From an optimization exercise on the open Yosys and OpenROAD flow, aimed at small area, a short achievable clock period and few clock cycles per item; shortcuts taken in it are not production practice. Only simulation tests tie the RTL to the original design; equivalence was not proved. Power is estimated from default activity; no workload was simulated.

==> flow/design.v (outline; a module is shown in full before it is edited, if it fits) <==
// module fsk_goertzel_demod: 884 lines
module fsk_goertzel_demod (
    input  wire        clk,
    input  wire        rst,
    input  wire        in_valid,
    output wire        in_ready,
    input  wire [1:0]  in_cmd,
    input  wire [15:0] in_data,
    input  wire [15:0] cfg_spb,
    input  wire [15:0] cfg_coeff0,
    input  wire [15:0] cfg_coeff1,
    output reg         out_valid,
    output reg  [7:0]  out_byte
);
  // ...
==> flow/flow/run.sh <==
#!/bin/bash
# Own layout flow: the standard ORFS flow, with the port buffers chosen as
# buf_2 cells and timing repair aiming at a setup slack well above the 20 ns
# clock's (the clock period and all constraints are unchanged).
set -euo pipefail
export BUFFER_PORTS_ARGS="-buffer_cell sky130_fd_sc_hd__buf_2"
export SETUP_SLACK_MARGIN=14.6
bash standard.sh synth > synth.log 2>&1
bash standard.sh > layout.log 2>&1
==> flow/standard.sh <==
#!/bin/bash
# synth_recipe.tcl (not shown) runs the flow's synth.tcl, then flattens the netlist and writes it again
# the make line also repeats each setting of config.mk as NAME=value (left out here)
make -C /OpenROAD-flow-scripts/flow DESIGN_CONFIG=/design/flow/config.mk WORK_HOME=/design/flow/orfs CLKGATE_MAP_FILE= SYNTH_SCRIPT=/design/flow/synth_recipe.tcl "${@:-finish}"
==> flow/config.mk <==
export PLATFORM = sky130hd
export DESIGN_NAME = fsk_goertzel_demod
export DESIGN_NICKNAME = fsk_goertzel_demod
export VERILOG_FILES = /design/flow/design.v
export SDC_FILE = /design/flow/constraint.sdc
export NUM_CORES = 4
export LEC_CHECK = 0
export CAP_MARGIN = 20
export CORE_MARGIN = 2
export CORE_UTILIZATION = 40
export SLEW_MARGIN = 20
==> flow/constraint.sdc <==
create_clock -name core_clock -period 20.0 [get_ports {clk}]
set_input_delay 4.0000 -clock core_clock [delete_from_list [all_inputs] [get_ports {clk}]]
set_output_delay 4.0000 -clock core_clock [all_outputs]
set_load 0.01 [all_outputs]
==> impl_metrics.env, run 1 <==
export IMPL_swShare=0.468
export IMPL_vias_per_cell=5.27
export IMPL_p_seq_frac=0.230
export IMPL_gp_congestion=0.915
export IMPL_status="finished clean"
export IMPL_netlist_area_um2=27100
export IMPL_endpoint="in_ready"
export IMPL_yosys_warnings=1
export IMPL_hold_slack_ps=286
export IMPL_taps=873
export IMPL_synthArstFlopShare=0
export IMPL_p_leak_uw=0.0123
export IMPL_seq_cells=467
export IMPL_finalMaxSlewViolations=0
export IMPL_multi_input_area_um2=15700
export IMPL_place_hpwl_um=52700
export IMPL_met3_usage=0.0191
export IMPL_syn_to_final_growth_pct=10.3
export IMPL_syn_inst=2909
export IMPL_yosys_area_share_xor_xnor=0.0939
export IMPL_wl_met3_um=2900
export IMPL_slowest_delay_ps=330
export IMPL_htreeDepth=2
export IMPL_dp_worst_setup_slack_ps=15060
export IMPL_cts_buffers=50
export IMPL_combPwrFrac=0.605
export IMPL_die_h_um=264
export IMPL_reg2reg_slack_ps=15230
export IMPL_period_share=0.253
export IMPL_finalHoldViolations=0
export IMPL_reg2regPathDepth=14
export IMPL_total_power_uw=5510
export IMPL_cts_setup_buffers=0
export IMPL_synthTopCellsByCount="dfxtp_1 (426), nand2_1 (281), inv_1 (270)"
export IMPL_powerSeq_uw=1270
export IMPL_p_int_uw=2930
export IMPL_post_route_util=0.445
Testbench counts, summed over its fixed seeds: cycles 269,736, items 384.
==> run 2, diff against run 1 <==
--- a/flow/flow/run.sh
+++ b/flow/flow/run.sh
@@ -6,3 +6,3 @@
 export BUFFER_PORTS_ARGS="-buffer_cell sky130_fd_sc_hd__buf_2"
-export SETUP_SLACK_MARGIN=14.6
+export SETUP_SLACK_MARGIN=14.9
 bash standard.sh synth > synth.log 2>&1
--- a/flow/config.mk
+++ b/flow/config.mk
@@ -10,2 +10,4 @@
 export CORE_UTILIZATION = 40
+export CTS_CLUSTER_DIAMETER = 50
+export CTS_CLUSTER_SIZE = 20
 export SLEW_MARGIN = 20
==> impl_metrics.env, run 2 <==
export IMPL_drtIter0Drc=1309
export IMPL_combPwrFrac=0.596
export IMPL_netlist_area_um2=27100
export IMPL_vias_per_cell=5.28
export IMPL_drive_gt1_frac=0.0785
export IMPL_grt_pass1_vias=20478
export IMPL_ctsResizeCount=1
export IMPL_yosys_top_cells_area="dfxtp_1 (32%), fa_1 (13%), xnor2_1 (5.9%), ha_1 (5.7%), edfxtp_1 (4.5%)"
export IMPL_root_buffer="clkbuf_16"
export IMPL_setup_tns_final_ps=0
export IMPL_via_count=20126
export IMPL_fin_cells=3814
export IMPL_core_area_um2=67000
export IMPL_placedCellCount=3726
export IMPL_rows=95
export IMPL_drtPass1Iterations=7
export IMPL_max_slew_margin_rel=0.334
export IMPL_syn_mean_instance_area_um2=9.30
export IMPL_antenna_found_initial=0
export IMPL_wl_per_cell_um=18.0
export IMPL_setup_viol=0
export IMPL_critPathMaxFanout=2
export IMPL_syn_inst=2909
export IMPL_grt_overflow_total=0
export IMPL_post_route_drc_count=0
export IMPL_grt_max_degree=83
export IMPL_synth_top_cell_area_share=0.315
export IMPL_crit_buf_inv=1
export IMPL_grt_pass1_wl_um=110000
export IMPL_synthTopCellsByCount="dfxtp_1 (426), nand2_1 (281), inv_1 (270)"
export IMPL_multi_input_area_um2=15700
export IMPL_critPathTopFamily="flip-flops"
export IMPL_clockBufferDepth=3
export IMPL_critPathLaunchType="register"
export IMPL_htreeDepth=2
export IMPL_period_share=0.253
export IMPL_postSynthNetCount=3282
export IMPL_synth_seq_area_share=0.361
export IMPL_synth_edf_count=41
export IMPL_portBuffers=78
export IMPL_io_pins=79
export IMPL_layout_common_cells="dfxtp_1 (423), nand2_1 (281), inv_1 (270)"
export IMPL_worstMarginPinSlew_ps=993
export IMPL_reg_top3="acc x28, d1 x26, d2 x26"
export IMPL_wl_um=68700
export IMPL_cp_required_ps=16000
export IMPL_synth_cell_types=80
export IMPL_grt_use_total=0.196
export IMPL_antenna_cells=0
export IMPL_largest_register="acc"
export IMPL_gp_congestion=0.915
export IMPL_swShare=0.471
export IMPL_crit_path_end_kind="output port"
export IMPL_synthFlopType="dfxtp_1"
export IMPL_clkLatencyLatePin_ps=630
export IMPL_p_int_uw=2950
export IMPL_synth_most_common_cell="dfxtp_1"
export IMPL_fin_nets=3275
export IMPL_synthArstFlopShare=0
export IMPL_rsz0062_at_grt="false"
export IMPL_yosys_warnings=1
export IMPL_ant_nets=0
export IMPL_drv_cap=0
export IMPL_worstPathArrival_ps=1060
export IMPL_cts_setup_buffers=0
export IMPL_p_sw_uw=2630
export IMPL_status="finished clean"
export IMPL_hp_class="reg -> reg"
export IMPL_largest_reg_flops=28
export IMPL_start_util=0.404
export IMPL_finalMaxSlewViolations=0
export IMPL_cts_buffers=47
export IMPL_syn_to_final_growth_pct=11.0
export IMPL_place_hpwl_um=52700
export IMPL_p_leak_uw=0.0124
export IMPL_p_clk_frac=0.176
export IMPL_cts_clk_slew_worst_paths_ps=80
export IMPL_final_common_cell="dfxtp_1"
export IMPL_path_cells="buf_2"
export IMPL_p_seq_frac=0.227
export IMPL_powerDensity_nw_per_um2=186
export IMPL_skew_ps=90.9
export IMPL_fmax_mhz=198
export IMPL_yosysTopAreaCell="dfxtp_1"
export IMPL_seqCellArea_um2=9770
export IMPL_finalHoldViolations=0
export IMPL_cts_tree="done"
export IMPL_min_period_ps=5060
export IMPL_dieArea_um2=69800
export IMPL_die_width_um=264
export IMPL_synth_seq_cells=467
export IMPL_worstSetupPathType="reg -> out"
export IMPL_fill_cells=6446
export IMPL_vdd_ir_drop_max_mv=0.105
export IMPL_cts_sinks=467
export IMPL_slowest_delay_ps=320
export IMPL_cts_hold_buf=0
export IMPL_die_h_um=264
export IMPL_crit_slowest_cell="dfxtp_2"
[run 2: cell types whose count changed in the layout (fill, tap and decap cells not counted), moves of 2 or more]
| cell | before | now |
|---|---|---|
| dfxtp_1 | 425 | 423 |
| clkbuf_8 | 5 | 1 |
| clkbuf_1 | 9 | 3 |
| inv_16 | 0 | 5 |
| inv_8 | 0 | 6 |
| clkinv_2 | 12 | 1 |
| bufinv_16 | 1 | 3 |
| dfxtp_2 | 0 | 2 |
| clkinv_8 | 1 | 12 |
| clkbuf_16 | 51 | 48 |
| clkinvlp_4 | 5 | 0 |
[run 2: cell type report]
| type | count | share of cell area |
|---|---|---|
| Clock buffer | 52 | 0.0408 |
| Clock inverter | 36 | 0.0195 |
| Inverter | 274 | 0.0342 |
| Multi-Input combinational cell | 1999 | 0.522 |
| Sequential cell | 467 | 0.325 |
| Tap cell | 873 | 0.0364 |
| Timing Repair Buffer | 113 | 0.0217 |
[run 2: worst paths after layout]
check	startpoint	endpoint	slack (ps)	cells after the start
max	rdy_o	in_ready	14940	1
min	d2[11]	d1[11]	250	0
max reg2reg	frm	d2[23]	15280	14
min reg2reg	d2[11]	d1[11]	250	0
[run 2: cell families after synthesis]
group	Yosys count	share of synthesized area
buf+inv	443	0.0617
xor+xnor	290	0.0939
flops	467	0.361
compound gates	598	0.136
simple gates	711	0.121
mux	96	0.0356
fa+ha+maj	304	0.191
[run 2: power by group through the flow]
stage / Combinational (µW) / Clock, µW / Sequential, µW
after floorplan: 2380 / 0 / 1230
after global placement: 3210 / 0 / 1280
after detailed placement: 3280 / 0 / 1290
after CTS: 3310 / 1010 / 1270
after global routing: 3710 / 1050 / 1290
final: 3320 / 982 / 1270
[run 2: layer usage]
metal / part of all wire / up-vias / wire length [µm] / track usage
met3: 0.040 / 132 / 2760 / 0.0197
met2: 0.47 / 447 / 32000 / 0.329
li1: - / 9754 / - / -
met5: 0 / - / 0 / 0
met4: 0.030 / 0 / 2050 / 0.0656
met1: 0.46 / 9793 / 31900 / 0.265
[run 2: per-stage QoR]
| step | cell area (µm²) | hold WS (ps) | util | worst slack [ps] | power (µW) |
|---|---|---|---|---|---|
| after floorplan | 27100 | 310 | - | 15220 | 3610 |
| final | 30000 | 250 | 0.448 | 14940 | 5570 |
| after global placement | 28200 | 310 | 0.421 | 15050 | 4490 |
| after detailed placement | 28200 | 312 | 0.421 | 15060 | 4560 |
| after global routing | 30000 | 234 | 0.448 | 14900 | 6050 |
| after CTS | 30000 | 239 | 0.448 | 14910 | 5580 |
==> run 3, diff against run 2 <==
--- a/flow/config.mk
+++ b/flow/config.mk
@@ -7,2 +7,3 @@
 export LEC_CHECK = 0
+export ABC_AREA = 1
 export CAP_MARGIN = 20
@@ -10,4 +11,2 @@
 export CORE_UTILIZATION = 40
-export CTS_CLUSTER_DIAMETER = 50
-export CTS_CLUSTER_SIZE = 20
 export SLEW_MARGIN = 20
==> impl_metrics.env, run 3 <==
export IMPL_status="finished clean"
export IMPL_min_period_ps=5040
export IMPL_portBuffers=78
export IMPL_crit_slowest_cell="dfxtp_2"
export IMPL_ant_nets=0
export IMPL_p_seq_frac=0.217
export IMPL_worstPathArrival_ps=1040
export IMPL_setup_viol=0
export IMPL_combPwrFrac=0.625
export IMPL_critPathLaunchType="register"
export IMPL_antenna_found_initial=0
export IMPL_gp_congestion=0.933
export IMPL_drtIter0Drc=1366
export IMPL_rows=96
export IMPL_yosys_warnings=1
export IMPL_period_share=0.252
export IMPL_max_slew_margin_rel=0.302
export IMPL_netlist_area_um2=27500
export IMPL_wl_per_cell_um=17.0
export IMPL_postSynthNetCount=3656
export IMPL_grt_pass1_wl_um=114000
export IMPL_cts_tree="done"
export IMPL_synthFlopType="dfxtp_1"
export IMPL_place_hpwl_um=56200
export IMPL_grt_max_degree=78
export IMPL_worstMarginPinSlew_ps=1050
export IMPL_swShare=0.487
export IMPL_die_h_um=266
export IMPL_syn_inst=3283
export IMPL_clockBufferDepth=3
export IMPL_vdd_ir_drop_max_mv=0.107
export IMPL_post_route_drc_count=0
export IMPL_p_int_uw=3070
export IMPL_powerDensity_nw_per_um2=198
export IMPL_root_buffer="clkbuf_16"
export IMPL_drtPass1Iterations=5
export IMPL_worstSetupPathType="reg -> out"
export IMPL_reg_top3="acc x28, d1 x26, d2 x26"
export IMPL_drive_gt1_frac=0.0695
export IMPL_via_count=21250
export IMPL_slowest_delay_ps=320
export IMPL_multi_input_area_um2=15100
export IMPL_drv_cap=0
export IMPL_p_leak_uw=0.0138
export IMPL_setup_ws_ps=14960
export IMPL_synth_edf_count=41
export IMPL_cts_clk_slew_worst_paths_ps=60
export IMPL_die_width_um=266
export IMPL_path_depth=1
export IMPL_cp_required_ps=16000
export IMPL_wl_um=71700
export IMPL_hp_class="reg -> reg"
export IMPL_placedCellCount=4120
export IMPL_finalMaxSlewViolations=0
export IMPL_fmax_mhz=198
export IMPL_grt_overflow_total=0
export IMPL_final_common_cell="inv_1"
export IMPL_io_pins=79
export IMPL_reg2regPathDepth=15
export IMPL_rsz0062_at_grt="false"
export IMPL_fin_cells=4209
export IMPL_skew_ps=33.4
export IMPL_min_delay_path_depth=0
export IMPL_clkLatencyLatePin_ps=610
export IMPL_cts_buffers=48
export IMPL_largest_register="acc"
export IMPL_syn_to_final_growth_pct=10.1
export IMPL_dp_worst_setup_slack_ps=15260
export IMPL_fill_cells=6836
export IMPL_synth_seq_area_share=0.355
export IMPL_synth_cell_types=57
export IMPL_seqCellArea_um2=9760
export IMPL_fin_nets=3661
export IMPL_yosysTopAreaCell="dfxtp_1"
export IMPL_p_clk_frac=0.158
export IMPL_yosys_top_cells_area="dfxtp_1 (31%), fa_1 (13%), inv_1 (7.2%), nand2_1 (6.5%), xor2_1 (5.9%)"
export IMPL_syn_mean_instance_area_um2=8.38
export IMPL_layout_common_cells="inv_1 (530), nand2_1 (478), dfxtp_1 (423)"
export IMPL_finalHoldViolations=0
export IMPL_htreeDepth=2
export IMPL_setup_tns_final_ps=0
export IMPL_dieArea_um2=70900
export IMPL_grt_pass1_vias=21095
export IMPL_start_util=0.402
export IMPL_cts_setup_buffers=0
export IMPL_core_area_um2=68300
export IMPL_cts_sinks=467
export IMPL_vias_per_cell=5.05
export IMPL_p_sw_uw=2920
export IMPL_synthTopCellsByCount="inv_1 (531), nand2_1 (479), dfxtp_1 (426)"
export IMPL_grt_use_total=0.204
export IMPL_crit_path_end_kind="output port"
export IMPL_synthArstFlopShare=0
export IMPL_synth_seq_cells=467
export IMPL_largest_reg_flops=28
export IMPL_synth_top_cell_area_share=0.310
export IMPL_critPathMaxFanout=2
export IMPL_synth_most_common_cell="inv_1"
export IMPL_critPathTopFamily="flip-flops"
export IMPL_path_cells="buf_6"
export IMPL_crit_buf_inv=1
-- run 3: changes by cell type after synthesis, sizes merged, moves of 34 or more --
cell and change:
nand3 +85, o21ai +93, nor2b -49, o22ai +78
xor2 +77, nand2 +206, xnor2 -101, nor3 -34
inv +265, mux2i -72
-- run 3: final cells by class --
| class | instances | share of cell area |
|---|---|---|
| Sequential cell | 467 | 0.323 |
| Clock inverter | 27 | 0.0115 |
| Antenna cell | 1 | 0.0000827 |
| Multi-Input combinational cell | 2118 | 0.498 |
| Tap cell | 882 | 0.0365 |
| Inverter | 554 | 0.0689 |
| Timing Repair Buffer | 99 | 0.0183 |
| Clock buffer | 61 | 0.0440 |
-- run 3: kinds of logic after synthesis --
| logic type | count (synthesis) | synth area share |
|---|---|---|
| and+or+nand+nor | 874 | 0.133 |
| muxes | 23 | 0.00842 |
| xor gates and xnor gates | 266 | 0.0847 |
| buffers and inverters | 698 | 0.0977 |
| AOI/OAI and AO/OA | 651 | 0.133 |
| DFF | 467 | 0.355 |
| adders and majority gates | 304 | 0.188 |
-- run 3: path summary, 6_finish.rpt --
kind,from,endpoint,slack (ps)
max,rdy_o,in_ready,14960
min,m1[9],m0[9],300
min reg2reg,m1[9],m0[9],300
max reg2reg,ca[1],r1c,15490
-- run 3: metrics by stage --
stage | utilization | hold slack [ps] | power [µW] | area, µm²
floorplan | - | 310 | 3960 | 27500
global placement | 0.418 | 310 | 4990 | 28600
detailed placement | 0.418 | 312 | 5010 | 28600
CTS | 0.443 | 299 | 5990 | 30300
global route | 0.443 | 300 | 6580 | 30300
finish | 0.443 | 303 | 5990 | 30300
-- run 3: metal layers --
layer  GRT usage  vias to the layer above  routed length (µm)
met5           0                        -                   0
met4      0.0607                        0                1930
met3      0.0238                      109                3210
met2       0.329                      468               32100
met1       0.286                    10087               34500
li1            -                    10586                   -
-- run 3: what timing repair did --
item / CTS / global route
endpoints found under the setup margin: 1 / 1
gates cloned: 0 / 0
gates resized for setup: 1 / 1
hold buffers: 0 / 0
-- run 3: power by group through the flow --
| stage | clock, µW | sequential (µW) | combinational (µW) |
|---|---|---|---|
| global placement | 0 | 1310 | 3680 |
| detailed placement | 0 | 1320 | 3700 |
| finish | 946 | 1300 | 3740 |
| floorplan | 0 | 1270 | 2690 |
| CTS | 971 | 1300 | 3730 |
| global route | 1010 | 1320 | 4250 |
==> run 4, diff against run 3 <==
--- a/flow/config.mk
+++ b/flow/config.mk
@@ -7,3 +7,2 @@
 export LEC_CHECK = 0
-export ABC_AREA = 1
 export CAP_MARGIN = 20
==> impl_metrics.env, run 4 <==
export IMPL_status="finished clean"
export IMPL_netlist_area_um2=27100
export IMPL_start_util=0.404
export IMPL_drtPass1Iterations=5
export IMPL_die_width_um=264
export IMPL_postSynthNetCount=3282
export IMPL_cts_tree="done"
export IMPL_antenna_found_initial=0
export IMPL_crit_path_end_kind="output port"
export IMPL_path_cells="buf_2"
export IMPL_fmax_mhz=198
export IMPL_synthFlopType="dfxtp_1"
export IMPL_yosys_warnings=1
export IMPL_swShare=0.468
export IMPL_final_common_cell="dfxtp_1"
export IMPL_dieArea_um2=69800
export IMPL_grt_use_total=0.197
export IMPL_yosysTopAreaCell="dfxtp_1"
export IMPL_p_leak_uw=0.0123
export IMPL_largest_register="acc"
export IMPL_place_hpwl_um=52700
export IMPL_cts_buffers=50
export IMPL_via_count=20142
export IMPL_critPathTopFamily="flip-flops"
export IMPL_rows=95
export IMPL_synth_seq_area_share=0.361
export IMPL_grt_max_degree=83
export IMPL_antenna_cells=0
export IMPL_crit_start="rdy_o"
export IMPL_critPathMaxFanout=2
export IMPL_clkLatencyLatePin_ps=610
export IMPL_cp_required_ps=16000
export IMPL_drtIter0Drc=1321
export IMPL_fin_nets=3278
export IMPL_cts_setup_buffers=0
export IMPL_setup_tns_final_ps=0
export IMPL_worstSetupPathType="reg -> out"
export IMPL_syn_inst=2909
export IMPL_root_buffer="clkbuf_16"
export IMPL_combPwrFrac=0.605
export IMPL_post_route_drc_count=0
export IMPL_synth_most_common_cell="dfxtp_1"
export IMPL_r2r_start="frm"
export IMPL_largest_reg_flops=28
export IMPL_worstHoldStart="m2[9]"
export IMPL_setup_viol=0
export IMPL_finalMaxSlewViolations=0
export IMPL_htreeDepth=2
export IMPL_critPathLaunchType="register"
export IMPL_syn_mean_instance_area_um2=9.30
export IMPL_p_sw_uw=2580
export IMPL_grt_pass1_wl_um=110000
export IMPL_io_pins=79
export IMPL_worstMarginPinSlew_ps=1000
export IMPL_crit_buf_inv=1
export IMPL_cts_clk_slew_worst_paths_ps=60
export IMPL_die_h_um=264
export IMPL_synth_edf_count=41
export IMPL_hold_slack_ps=286
export IMPL_grt_pass1_vias=20446
export IMPL_synthArstFlopShare=0
export IMPL_finalHoldViolations=0
export IMPL_vias_per_cell=5.28
export IMPL_synth_top_cell_area_share=0.315
export IMPL_vdd_ir_drop_max_mv=0.115
export IMPL_hp_class="reg -> reg"
export IMPL_ant_nets=0
export IMPL_worstPathArrival_ps=1040
export IMPL_skew_ps=57.2
export IMPL_gp_congestion=0.915
export IMPL_portBuffers=78
export IMPL_p_seq_frac=0.230
export IMPL_p_int_uw=2930
export IMPL_synth_cell_types=80
export IMPL_yosys_top_cells_area="dfxtp_1 (32%), fa_1 (13%), xnor2_1 (5.9%), ha_1 (5.7%), edfxtp_1 (4.5%)"
export IMPL_reg_top3="acc x28, d1 x26, d2 x26"
export IMPL_clockBufferDepth=3
export IMPL_core_area_um2=67000
export IMPL_min_period_ps=5040
export IMPL_p_clk_frac=0.164
export IMPL_slowest_delay_ps=320
export IMPL_synth_seq_cells=467
export IMPL_powerDensity_nw_per_um2=184
export IMPL_fill_cells=6472
export IMPL_cts_sinks=467
export IMPL_period_share=0.252
export IMPL_layout_common_cells="dfxtp_1 (423), nand2_1 (281), inv_1 (270)"
export IMPL_synthTopCellsByCount="dfxtp_1 (426), nand2_1 (281), inv_1 (270)"
export IMPL_rsz0062_at_grt="false"
export IMPL_max_slew_margin_rel=0.328
export IMPL_drive_gt1_frac=0.0778
export IMPL_crit_slowest_cell="dfxtp_2"
export IMPL_drv_cap=0
export IMPL_wl_per_cell_um=18.0
export IMPL_wl_um=68900
export IMPL_grt_overflow_total=0
export IMPL_syn_to_final_growth_pct=10.3
run 4: cells by family (layout without fill, tap and decap cells):
kind of cell / Yosys count / count (layout) / synth area share
adder cells (fa/ha/maj): 304 / 304 / 0.191
multiplexers: 96 / 96 / 0.0356
XOR/XNOR: 290 / 290 / 0.0939
AO/OA/AOI/OAI: 598 / 598 / 0.136
buffers and inverters: 443 / 479 / 0.0617
AND/OR/NAND/NOR: 711 / 711 / 0.121
flip-flops: 467 / 467 / 0.361
run 4: path summary, 6_finish.rpt:
kind              endpoint  slack [ps]  cells past startpoint
hold / removal       m1[9]         290                      0
hold reg to reg      m1[9]         290                      0
setup / recovery  in_ready       14960                      1
setup reg to reg   s1a[23]       15240                     14
run 4: power groups by stage:
| stage | sequential [µW] | combinational [µW] | clock [µW] |
|---|---|---|---|
| after CTS | 1270 | 3300 | 929 |
| final | 1270 | 3330 | 905 |
| after detailed placement | 1290 | 3280 | 0 |
| after global placement | 1280 | 3210 | 0 |
| after global routing | 1290 | 3710 | 971 |
| after floorplan | 1230 | 2380 | 0 |
run 4: area by class of cell:
cell class	count	area, µm²	share of cell area
inverters	274	1030	0.0345
well taps	873	1090	0.0366
clock buffers	65	1380	0.0462
multi-input cells	1999	15700	0.525
flip-flops and latches	467	9770	0.327
repair buffers	113	653	0.0219
clock inverters	27	256	0.00859
run 4: what timing repair did:
item / CTS / global route
endpoints found under the setup margin: 0 / 2
hold endpoints to repair: 0 / 0
hold buffers: 0 / 0
resized for setup: 0 / 2
run 4: metal layers:
metal	routed length, µm	GRT usage
met2	32000	0.328
met1	31900	0.267
met5	0	0
met3	2870	0.0191
met4	2070	0.0679
run 4: through the flow:
stage / total power, µW / utilization / area, µm² / std cells / setup WS [ps]
2_1_floorplan: 3610 / - / 27100 / 2909 / 15220
3_3_place_gp: 4490 / 0.421 / 28200 / 3726 / 15050
3_5_place_dp: 4560 / 0.421 / 28200 / 3726 / 15060
4_1_cts: 5500 / 0.445 / 29800 / 3818 / 14900
5_1_grt: 5970 / 0.445 / 29900 / 3818 / 14910
6_report: 5510 / 0.445 / 29900 / 3818 / 14960
==> run 5, diff against run 4 <==
==> flow/flow/run.sh (replaced) <==
#!/bin/bash
# Own layout flow: the standard ORFS flow, with the port buffers chosen as
# buf_4 cells and timing repair aiming at a setup slack well above the 20 ns
# clock's (the clock period and all constraints are unchanged).
set -euo pipefail
export BUFFER_PORTS_ARGS="-buffer_cell sky130_fd_sc_hd__buf_4"
export SETUP_SLACK_MARGIN=14.9
bash standard.sh synth > synth.log 2>&1
bash standard.sh > layout.log 2>&1
==> impl_metrics.env, run 5 <==
export IMPL_skew_ps=24.6
export IMPL_critPathLaunchType="register"
export IMPL_grt_pass1_vias=20205
export IMPL_crit_start="rdy_o"
export IMPL_largest_reg_flops=28
export IMPL_io_pins=79
export IMPL_synthArstFlopShare=0
export IMPL_core_area_um2=67000
export IMPL_root_buffer="clkbuf_16"
export IMPL_fin_nets=3277
export IMPL_synth_seq_area_share=0.361
export IMPL_drive_gt1_frac=0.0744
export IMPL_htreeDepth=2
export IMPL_slowest_delay_ps=340
export IMPL_setup_tns_final_ps=0
export IMPL_place_hpwl_um=52800
export IMPL_clkLatencyLatePin_ps=590
export IMPL_antenna_found_initial=1
export IMPL_hp_class="reg -> reg"
export IMPL_post_route_drc_count=0
export IMPL_syn_to_final_growth_pct=10.8
export IMPL_yosys_top_cells_area="dfxtp_1 (32%), fa_1 (13%), xnor2_1 (5.9%), ha_1 (5.7%), edfxtp_1 (4.5%)"
export IMPL_fmax_mhz=198
export IMPL_antenna_cells=0
export IMPL_cts_hold_buf=0
export IMPL_hold_slack_ps=315
export IMPL_path_cells="buf_4"
export IMPL_cts_sinks=467
export IMPL_portBuffers=78
export IMPL_drtIter0Drc=1331
export IMPL_cts_setup_buffers=0
export IMPL_drv_cap=0
export IMPL_powerDensity_nw_per_um2=182
export IMPL_cp_required_ps=16000
export IMPL_worstPathArrival_ps=1050
export IMPL_multi_input_area_um2=15700
export IMPL_synth_seq_cells=467
export IMPL_synth_edf_count=41
export IMPL_r2r_start="frm"
export IMPL_synthTopCellsByCount="dfxtp_1 (426), nand2_1 (281), inv_1 (270)"
export IMPL_status="finished clean"
export IMPL_crit_path_end_kind="output port"
export IMPL_syn_mean_instance_area_um2=9.30
export IMPL_rows=95
export IMPL_via_count=20202
export IMPL_crit_buf_inv=1
export IMPL_grt_max_degree=83
export IMPL_wl_per_cell_um=18.0
export IMPL_layout_common_cells="dfxtp_1 (425), nand2_1 (281), inv_1 (270)"
export IMPL_yosysTopAreaCell="dfxtp_1"
export IMPL_die_h_um=264
export IMPL_cts_clk_slew_worst_paths_ps=60
export IMPL_final_common_cell="dfxtp_1"
export IMPL_postSynthNetCount=3282
export IMPL_ctsResizeCount=0
export IMPL_finalMaxSlewViolations=0
export IMPL_start_util=0.404
export IMPL_clockBufferDepth=3
export IMPL_reg_top3="acc x28, d1 x26, d2 x26"
export IMPL_fill_cells=6398
export IMPL_die_width_um=264
export IMPL_synth_cell_types=80
export IMPL_vias_per_cell=5.29
export IMPL_critPathTopFamily="flip-flops"
export IMPL_setup_viol=0
export IMPL_cts_buffers=48
export IMPL_worstHoldStart="m2[10]"
export IMPL_min_period_ps=5050
export IMPL_drtPass1Iterations=5
export IMPL_grt_overflow_total=0
export IMPL_worstMarginPinSlew_ps=975
export IMPL_rsz0062_at_grt="false"
export IMPL_wl_um=68500
export IMPL_synth_most_common_cell="dfxtp_1"
export IMPL_grt_pass1_wl_um=110000
export IMPL_worstSetupPathType="reg -> out"
export IMPL_period_share=0.252
export IMPL_synthFlopType="dfxtp_1"
export IMPL_dieArea_um2=69800
export IMPL_largest_register="acc"
export IMPL_netlist_area_um2=27100
export IMPL_vdd_ir_drop_max_mv=0.142
export IMPL_grt_use_total=0.195
export IMPL_ant_nets=0
export IMPL_syn_inst=2909
export IMPL_p_leak_uw=0.0123
export IMPL_gp_congestion=0.893
export IMPL_critPathMaxFanout=2
export IMPL_cts_tree="done"
export IMPL_crit_slowest_cell="dfxtp_1"
export IMPL_synth_top_cell_area_share=0.315
export IMPL_yosys_warnings=1
export IMPL_finalHoldViolations=0
export IMPL_max_slew_margin_rel=0.346
export IMPL_seqCellArea_um2=9760
[run 5: cell types whose count changed in the layout (fill, tap and decap cells not counted), sizes merged]
| cell | change |
|---|---|
| buf | +1 |
| bufinv | +1 |
| clkbuf | +6 |
| clkinv | -6 |
| clkinvlp | -4 |
[run 5: worst paths after layout]
check	to	slack, ps	cells past startpoint
worst max register to register	s1a[23]	15230	14
worst min register to register	m1[10]	320	0
worst max-delay path	in_ready	14950	1
worst min-delay path	m1[10]	320	0
[run 5: cell families after synthesis]
logic type / count (synthesis) / synth area share
adders and majority gates: 304 / 0.191
DFF: 467 / 0.361
AOI/OAI and AO/OA: 598 / 0.136
buffers and inverters: 443 / 0.0617
xor gates and xnor gates: 290 / 0.0939
muxes: 96 / 0.0356
and+or+nand+nor: 711 / 0.121
[run 5: routing by layer]
| layer | up-vias | part of all wire | global-route usage |
|---|---|---|---|
| met1 | 9853 | 0.46 | 0.266 |
| met2 | 486 | 0.46 | 0.322 |
| met5 | - | 0 | 0 |
| met3 | 128 | 0.049 | 0.0206 |
| met4 | 0 | 0.031 | 0.0668 |
| li1 | 9735 | - | - |
[run 5: layout make-up]
type                       instances  share of cell area
clock buffer                      71              0.0456
clock inverter                    18             0.00701
inverter                         274              0.0343
multi-input combinational       1999               0.523
sequential                       467               0.325
tap                              873              0.0364
timing repair buffer             114              0.0285
[run 5: power breakdown]
part,internal (µW),switching [µW]
registers,1140,123
clock network,506,380
logic,1280,2030
[run 5: stage by stage]
step / cells / utilization / area [µm²] / total power (µW) / worst slack, ps
floorplan: 2909 / - / 27100 / 3610 / 15220
global placement: 3727 / 0.424 / 28400 / 4490 / 15140
detailed placement: 3727 / 0.424 / 28400 / 4550 / 15130
CTS: 3816 / 0.447 / 30000 / 5470 / 14920
global route: 3816 / 0.447 / 30000 / 5920 / 14910
finish: 3816 / 0.447 / 30000 / 5460 / 14950
==> run 6, diff against run 5 <==
==> flow/flow/run.sh (replaced) <==
#!/bin/bash
# Own layout flow: the standard ORFS flow, with the port buffers chosen as
# buf_6 cells and timing repair aiming at a setup slack well above the 20 ns
# clock's (the clock period and all constraints are unchanged).
set -euo pipefail
export BUFFER_PORTS_ARGS="-buffer_cell sky130_fd_sc_hd__buf_6"
export SETUP_SLACK_MARGIN=14.9
bash standard.sh synth > synth.log 2>&1
bash standard.sh > layout.log 2>&1
==> impl_metrics.env, run 6 <==
export IMPL_postSynthNetCount=3282
export IMPL_setup_ws_ps=14940
export IMPL_crit_path_end_kind="output port"
export IMPL_cts_sinks=467
export IMPL_rsz0062_at_grt="false"
export IMPL_cts_setup_buffers=0
export IMPL_yosys_area_share_xor_xnor=0.0939
export IMPL_synthFlopType="dfxtp_1"
export IMPL_syn_inst=2909
export IMPL_vdd_ir_drop_max_mv=0.128
export IMPL_grt_pass1_wl_um=111000
export IMPL_cp_required_ps=16000
export IMPL_die_width_um=264
export IMPL_largest_register="acc"
export IMPL_clkLatencyLatePin_ps=610
export IMPL_synth_compound_area_frac=0.136
export IMPL_finalHoldViolations=0
export IMPL_wl_per_cell_um=18.0
export IMPL_htreeDepth=2
export IMPL_skew_ps=44.5
export IMPL_worstMarginPinSlew_ps=970
export IMPL_yosys_warnings=1
export IMPL_crit_buf_inv=1
export IMPL_syn_mean_instance_area_um2=9.30
export IMPL_critPathMaxFanout=2
export IMPL_cts_tree="done"
export IMPL_synth_most_common_cell="dfxtp_1"
export IMPL_antenna_cells=0
export IMPL_grt_max_degree=83
export IMPL_grt_use_total=0.198
export IMPL_synth_top_family_by_area="adder cells"
export IMPL_fmax_mhz=198
export IMPL_worstSetupPathType="reg -> out"
export IMPL_drtIter0Drc=1222
export IMPL_dp_worst_setup_slack_ps=15170
export IMPL_crit_slowest_cell="dfxtp_2"
export IMPL_start_util=0.404
export IMPL_synthTopCellsByCount="dfxtp_1 (426), nand2_1 (281), inv_1 (270)"
export IMPL_ant_nets=0
export IMPL_place_hpwl_um=53000
export IMPL_post_route_drc_count=0
export IMPL_yosys_area_share_adder=0.191
export IMPL_via_count=20294
export IMPL_max_slew_margin_rel=0.349
export IMPL_io_pins=79
export IMPL_cts_hold_buf=0
export IMPL_drive_gt1_frac=0.0807
export IMPL_synthMuxAreaShare=0.0356
export IMPL_fin_nets=3280
export IMPL_die_h_um=264
export IMPL_dieArea_um2=69800
export IMPL_slowest_delay_ps=350
export IMPL_hp_class="reg -> reg"
export IMPL_worstPathArrival_ps=1060
export IMPL_drv_cap=0
export IMPL_grt_pass1_vias=20576
export IMPL_syn_to_final_growth_pct=12.7
export IMPL_finalMaxSlewViolations=0
export IMPL_synth_simple_area_share=0.121
export IMPL_synth_edf_count=41
export IMPL_portBuffers=78
export IMPL_fin_area_um2=30500
export IMPL_min_period_ps=5060
export IMPL_final_common_cell="dfxtp_1"
export IMPL_rows=95
export IMPL_wl_um=68900
export IMPL_p_leak_uw=0.0125
export IMPL_synth_cell_types=80
export IMPL_vias_per_cell=5.31
export IMPL_status="finished clean"
export IMPL_synth_seq_area_share=0.361
export IMPL_period_share=0.253
export IMPL_powerDensity_nw_per_um2=183
export IMPL_setup_tns_final_ps=0
export IMPL_clockBufferDepth=3
export IMPL_root_buffer="clkbuf_16"
export IMPL_synth_top_cell_area_share=0.315
export IMPL_grt_overflow_total=0
export IMPL_yosys_top_cells_area="dfxtp_1 (32%), fa_1 (13%), xnor2_1 (5.9%), ha_1 (5.7%), edfxtp_1 (4.5%)"
export IMPL_yosysTopAreaCell="dfxtp_1"
export IMPL_path_cells="buf_6"
export IMPL_cts_buffers=49
export IMPL_setup_viol=0
export IMPL_netlist_area_um2=27100
export IMPL_layout_common_cells="dfxtp_1 (424), nand2_1 (281), inv_1 (269)"
export IMPL_core_area_um2=67000
export IMPL_synth_seq_cells=467
export IMPL_critPathTopFamily="flip-flops"
export IMPL_cts_clk_slew_worst_paths_ps=60
export IMPL_reg_top3="acc x28, d1 x26, d2 x26"
export IMPL_fill_cells=6414
export IMPL_largest_reg_flops=28
export IMPL_critPathLaunchType="register"
export IMPL_antenna_found_initial=0
export IMPL_gp_congestion=0.902
export IMPL_synthArstFlopShare=0
export IMPL_place_area_um2=28700
export IMPL_drtPass1Iterations=5
run 6: cells by family (layout without fill, tap and decap cells):
group           Yosys count  after routing
compound gates          598            598
xor+xnor                290            290
fa+ha+maj               304            304
buf+inv                 443            482
flops                   467            467
mux                      96             96
simple gates            711            711
run 6: path summary, 6_finish.rpt:
check	start	endpoint	slack, ps	depth (start not counted)
max	rdy_o	in_ready	14940	1
min reg2reg	m1[2]	m0[2]	320	0
max reg2reg	frm	s1a[23]	15240	14
min	m1[2]	m0[2]	320	0
run 6: through the flow:
stage          std cells  power (µW)  utilization  hold WS, ps
2_1_floorplan       2909        3610            -          310
3_3_place_gp        3729        4500        0.428          310
3_5_place_dp        3729        4570        0.428          312
4_1_cts             3821        5570        0.455          320
5_1_grt             3821        6040        0.455          321
6_report            3821        5570        0.455          318
run 6: report_power, final:
group | switching, µW | internal (µW) | total, µW | leakage [µW]
registers | 123 | 1140 | 1270 | 0.00397
logic | 2040 | 1290 | 3330 | 0.00771
clock network | 409 | 561 | 969 | 0.000856
run 6: timing repair:
action / CTS / global route
resized for setup: 1 / 1
endpoints found under the setup margin: 1 / 1
cloned: 0 / 0
pin swaps: 0 / 0
run 6: area by class of cell:
| class | instances | area, µm² | share of cell area |
|---|---|---|---|
| multi-input combinational | 1999 | 15700 | 0.514 |
| sequential | 467 | 9760 | 0.320 |
| clock buffer | 57 | 1350 | 0.0442 |
| timing repair buffer | 116 | 1160 | 0.0382 |
| tap | 873 | 1090 | 0.0358 |
| inverter | 274 | 1030 | 0.0339 |
| clock inverter | 35 | 419 | 0.0137 |
run 6: metal layers:
metal	GRT usage	routed length (µm)	up-vias
li1	-	-	9752
met1	0.266	31800	9863
met2	0.326	31800	529
met3	0.0240	3010	150
met4	0.0748	2310	0
met5	0	0	-

[separate check: timing with driven ports]
Ports are ideal in the flow. The routed layouts listed here were re-timed in OpenROAD. Step 1 sets driving cells, clkbuf_16 on the clock port and buf_2 on the other inputs (assumed; they add their load-dependent delay and slew). Step 2 times the ports against the registers' clock, not the clock port: input delays grow and output delays shrink by t, the midpoint of the rising clock arrivals with the driver on. Three values: ideal ports, drivers, drivers and shift; two values: the first two.
run	shift t [ns]	setup WS [ns]	worst setup path at the end	latest minus earliest clock arrival (ns)	worst register clock-pin slew, ns
run 1	0.641	14.944 / 14.889 / 15.043	input to register	0.057 / 0.058	0.07 / 0.07
run 2	0.637	14.942 / 14.888 / 15.091	input to register	0.091 / 0.091	0.08 / 0.08
run 3	0.651	14.956 / 14.901 / 15.270	input to register	0.033 / 0.033	0.07 / 0.07
run 4	0.640	14.960 / 14.905 / 15.046	input to register	0.057 / 0.058	0.07 / 0.07
run 5	0.633	14.953 / 14.902 / 15.128	input to register	0.029 / 0.029	0.07 / 0.07
run 6	0.649	14.945 / 14.888 / 15.165	input to register	0.045 / 0.045	0.07 / 0.07
After both steps setup and hold are still met in every run listed.
